This is an optimization exercise on Yosys and OpenROAD, whose aim is small area, not a production implementation. The RTL was checked by simulation tests, not by an equivalence proof against the original design. Power figures rest on the tool's default switching activity, not on a simulated workload.

==> flow/design.v (excerpt) <==
module led_phase_engine (
    input  wire        clk,
    input  wire        rst,           
    input  wire        tick,          
    input  wire        bus_valid,     
    input  wire        bus_write,     
    input  wire [7:0]  bus_addr,      
    input  wire [1:0]  bus_size,      
    input  wire [31:0] bus_wdata,
    output reg  [31:0] bus_rdata,     
    output reg         bus_rvalid,    
    output wire [5:0]  anode,
    output wire        red_n,         
    output wire        green_n,
    output wire        blue_n,
    output wire        blue_oe,       
    output wire        pump_sink,
    output reg         hook_once,
    output reg         hook_twice
);
==> flow/config.mk <==
export PLATFORM = sky130hd
export DESIGN_NAME = led_phase_engine
export DESIGN_NICKNAME = led_phase_engine
export VERILOG_FILES = /design/flow/design.v
export SDC_FILE = /design/flow/constraint.sdc
export NUM_CORES = 4
export LEC_CHECK = 0
export CAP_MARGIN = 20
export CORE_MARGIN = 2
export CORE_UTILIZATION = 40
export PLACE_DENSITY = 0.6
export SLEW_MARGIN = 20
==> flow/constraint.sdc <==
create_clock -name core_clock -period 8.0 [get_ports {clk}]
set_input_delay 1.6000 -clock core_clock [delete_from_list [all_inputs] [get_ports {clk}]]
set_output_delay 1.6000 -clock core_clock [all_outputs]
set_load 0.01 [all_outputs]
standard.sh (not shown) runs the stock make flow with config.mk's settings and CLKGATE_MAP_FILE= SYNTH_SCRIPT=/design/flow/synth_recipe.tcl, a recipe that flattens the netlist after the stock synthesis.
==> flow/flow/run.sh <==
#!/bin/bash
# Own layout flow: the standard ORFS flow with four changes:
#  - synthesis maps logic with an area-oriented ABC script (flow/abc_area.script);
#    everything else in synthesis (and so every register) is the standard one;
#  - port buffers use a small buffer cell;
#  - CTS uses small clock buffers and no dummy loads;
#  - the larger plain buffers are don't-use, so repairs use small ones.
# Each tool's output goes to a log file in this folder.
set -euo pipefail
W=$(pwd)
FLOW=${FLOW_HOME}
RES=$W/orfs/results/${FLOW_PLATFORM}/led_phase_engine/base

# Synthesis script: the reference script, sourcing a copy of ORFS's synth.tcl
# whose ABC step uses the area script.
sed "s|^source \$::env(SCRIPTS_DIR)/synth_preamble.tcl|source \$::env(SCRIPTS_DIR)/synth_preamble.tcl\nset abc_args [lreplace \$abc_args 1 1 $W/flow/abc_area.script]|" \
    "$FLOW/scripts/synth.tcl" > "$W/own_synth.tcl"
grep -q "abc_area.script" "$W/own_synth.tcl"
sed "s|source \$::env(SCRIPTS_DIR)/synth.tcl|source $W/own_synth.tcl|" \
    "$W/synth_recipe.tcl" > "$W/own_synth_recipe.tcl"
grep -q "own_synth.tcl" "$W/own_synth_recipe.tcl"

export CTS_ARGS="${OWN_CTS_ARGS:--sink_clustering_enable -repair_clock_nets -dont_use_dummy_load -buf_list sky130_fd_sc_hd__clkbuf_16 -sink_clustering_size 25 -sink_clustering_max_diameter 90}"
export BUFFER_PORTS_ARGS="${OWN_BUFFER_PORTS_ARGS:--buffer_cell sky130_fd_sc_hd__buf_1}"

# The platform's don't-use cells plus the larger plain buffers, so that the
# resizer repairs slew and capacitance with small buffers.
BASE_DU=$(make -s -C "$FLOW" DESIGN_CONFIG="$W/config.mk" WORK_HOME="$W/orfs" print-DONT_USE_CELLS 2> "$W/print_dont_use.log" | sed -n 's/^DONT_USE_CELLS: //p')
[[ -n "$BASE_DU" ]]
EXTRA_DU=${OWN_EXTRA_DU-"sky130_fd_sc_hd__buf_4 sky130_fd_sc_hd__buf_6 sky130_fd_sc_hd__buf_8 sky130_fd_sc_hd__buf_12 sky130_fd_sc_hd__buf_16 sky130_fd_sc_hd__bufbuf_8 sky130_fd_sc_hd__bufbuf_16"}
export DONT_USE_CELLS="$BASE_DU $EXTRA_DU"

make -C "$FLOW" DESIGN_CONFIG="$W/config.mk" WORK_HOME="$W/orfs" CLKGATE_MAP_FILE= \
    DONT_USE_CELLS="$DONT_USE_CELLS" \
    SYNTH_SCRIPT="$W/own_synth_recipe.tcl" \
    BUFFER_PORTS_ARGS="$BUFFER_PORTS_ARGS" \
    CTS_ARGS="$CTS_ARGS" \
    "${1:-finish}" > "$W/make_${1:-finish}.log" 2>&1

[[ "${1:-finish}" == finish ]] || exit 0
: # left out here: write the final layout as DEF
==> flow/flow/abc_area.script <==
strash
dch -f
map -a
&get -n
&st
&dch -f
&nf -a -R 20
&put
&get -n
&st
&dch -f
&nf -a -R 20
&put
topo
Then changed:
--- a/flow/flow/run.sh
+++ b/flow/flow/run.sh
@@ -21,5 +21,5 @@
 grep -q "own_synth.tcl" "$W/own_synth_recipe.tcl"
 
-export CTS_ARGS="${OWN_CTS_ARGS:--sink_clustering_enable -repair_clock_nets -dont_use_dummy_load -buf_list sky130_fd_sc_hd__clkbuf_16 -sink_clustering_size 25 -sink_clustering_max_diameter 90}"
+export CTS_ARGS="${OWN_CTS_ARGS:--sink_clustering_enable -repair_clock_nets -dont_use_dummy_load -buf_list sky130_fd_sc_hd__clkbuf_16 -sink_clustering_size 20 -sink_clustering_max_diameter 80}"
 export BUFFER_PORTS_ARGS="${OWN_BUFFER_PORTS_ARGS:--buffer_cell sky130_fd_sc_hd__buf_1}"
 
Result: The new run went through all stages and came out clean; setup slack is worse by 4.0 ps; critical path depth does not change; hold slack got worse by 3.6 ps; global-route usage stays flat; non-clock buffer count is unchanged; sequential cell count stays the same.

========
led_phase_engine, a different RTL version from the one above (not shown whole).
Size in the first run: roughly 400 flip-flops, about 93 I/O pins, roughly 21,000 um2 of cells after synthesis.
clock: 8.0 ns
lec_check: 0
cap_margin: 20
core_margin: 2
core_utilization: 60
cts_buf_list: sky130_fd_sc_hd__clkbuf_8
place_density: 0.75
slew_margin: 20
run.sh (not shown) runs the stock make flow with config.mk's settings and CLKGATE_MAP_FILE= SYNTH_SCRIPT=/design/flow/synth_recipe.tcl, a recipe that flattens the netlist after the stock synthesis.
Stock flow here: none of the scripts above is used.
Rerun with:
==> flow/flow/run.sh (new file) <==
#!/bin/bash
# Own layout flow: the standard ORFS flow with three changes:
#  - synthesis maps logic with an area-oriented ABC script (flow/abc_area.script);
#    everything else in synthesis (and so every register) is the standard one;
#  - port buffers use a small buffer cell;
#  - CTS uses small clock buffers and no dummy loads.
# Each tool's output goes to a log file in this folder.
set -euo pipefail
W=$(pwd)
FLOW=${FLOW_HOME}
RES=$W/orfs/results/${FLOW_PLATFORM}/led_phase_engine/base

# Synthesis script: the reference script, sourcing a copy of ORFS's synth.tcl
# whose ABC step uses the area script.
sed "s|^source \$::env(SCRIPTS_DIR)/synth_preamble.tcl|source \$::env(SCRIPTS_DIR)/synth_preamble.tcl\nset abc_args [lreplace \$abc_args 1 1 $W/flow/abc_area.script]|" \
    "$FLOW/scripts/synth.tcl" > "$W/own_synth.tcl"
grep -q "abc_area.script" "$W/own_synth.tcl"
sed "s|source \$::env(SCRIPTS_DIR)/synth.tcl|source $W/own_synth.tcl|" \
    "$W/synth_recipe.tcl" > "$W/own_synth_recipe.tcl"
grep -q "own_synth.tcl" "$W/own_synth_recipe.tcl"

export CTS_ARGS="-sink_clustering_enable -repair_clock_nets -dont_use_dummy_load -buf_list sky130_fd_sc_hd__clkbuf_8"
export BUFFER_PORTS_ARGS="-buffer_cell sky130_fd_sc_hd__buf_2"

make -C "$FLOW" DESIGN_CONFIG="$W/config.mk" WORK_HOME="$W/orfs" CLKGATE_MAP_FILE= \
    SYNTH_SCRIPT="$W/own_synth_recipe.tcl" \
    BUFFER_PORTS_ARGS="$BUFFER_PORTS_ARGS" \
    CTS_ARGS="$CTS_ARGS" \
    finish > "$W/make_finish.log" 2>&1

: # left out here: write the final layout as DEF
==> flow/flow/abc_area.script (new file) <==
strash
&get -n
&st
&dch
&nf -a
&put
topo
==> flow/standard.sh (new file) <==
#!/bin/bash
# synth_recipe.tcl (not shown) runs the flow's synth.tcl, then flattens the netlist and writes it again
# the make line also repeats each setting of config.mk as NAME=value (left out here)
make -C /OpenROAD-flow-scripts/flow DESIGN_CONFIG=/design/flow/config.mk WORK_HOME=/design/flow/orfs CLKGATE_MAP_FILE= SYNTH_SCRIPT=/design/flow/synth_recipe.tcl "${@:-finish}"
Settings changed: CORE_UTILIZATION 60 to 40, CTS_BUF_LIST sky130_fd_sc_hd__clkbuf_8 to default, PLACE_DENSITY 0.75 to 0.6.
removed: flow/run.sh
Result: Routed wire length shrinks by 6.8%. Cell area fell by 6.3%. Via count is lower by 7.7%. Total power shrinks by 6.1%. Hold slack gets better by 0.042 ns. Maximum frequency shrinks by 2.0%. Combinational power rises by 9.3%. Synthesized cell count came out lower by 4.5%. Utilization went down by 23 points.

[what the ideal ports hide]
How much do the figures lean on ideal ports? The routed layouts below were timed once more, with nothing changed but the port constraints. Step 1 (the two cells are an assumption about what drives the block):
set clk [get_ports {clk}]
set_driving_cell -lib_cell sky130_fd_sc_hd__clkbuf_16 $clk
set_driving_cell -lib_cell sky130_fd_sc_hd__buf_2 [delete_from_list [all_inputs] $clk]
Step 2 times the ports against the registers' clock, not the clock port: input delays grow and output delays shrink by t, the midpoint of the rising clock arrivals with the driver on. Slacks: ideal / step 1 / step 2; pairs: ideal / step 1.
run	shift t [ns]	setup WS [ns]	worst setup path after step 2	latest minus earliest clock arrival (ns)	worst slew at a driven data input, ns
the first run of note 1	0.599	1.710 / 1.745 / 1.146	input to register	0.052 / 0.052	0.06
the second run of note 1	0.613	1.706 / 1.743 / 1.130	input to register	0.082 / 0.082	0.06
the first run of note 2	0.688	1.300 / 1.327 / 0.640	input to register	0.029 / 0.029	0.04
the second run of note 2	0.673	1.165 / 1.194 / 0.520	input to register	0.087 / 0.087	0.03
After both steps every run listed still meets setup and hold. For the first run of note 2, which loses most, drivers alone change the setup slack by +0.027 ns; drivers and shift together by -0.660 ns.
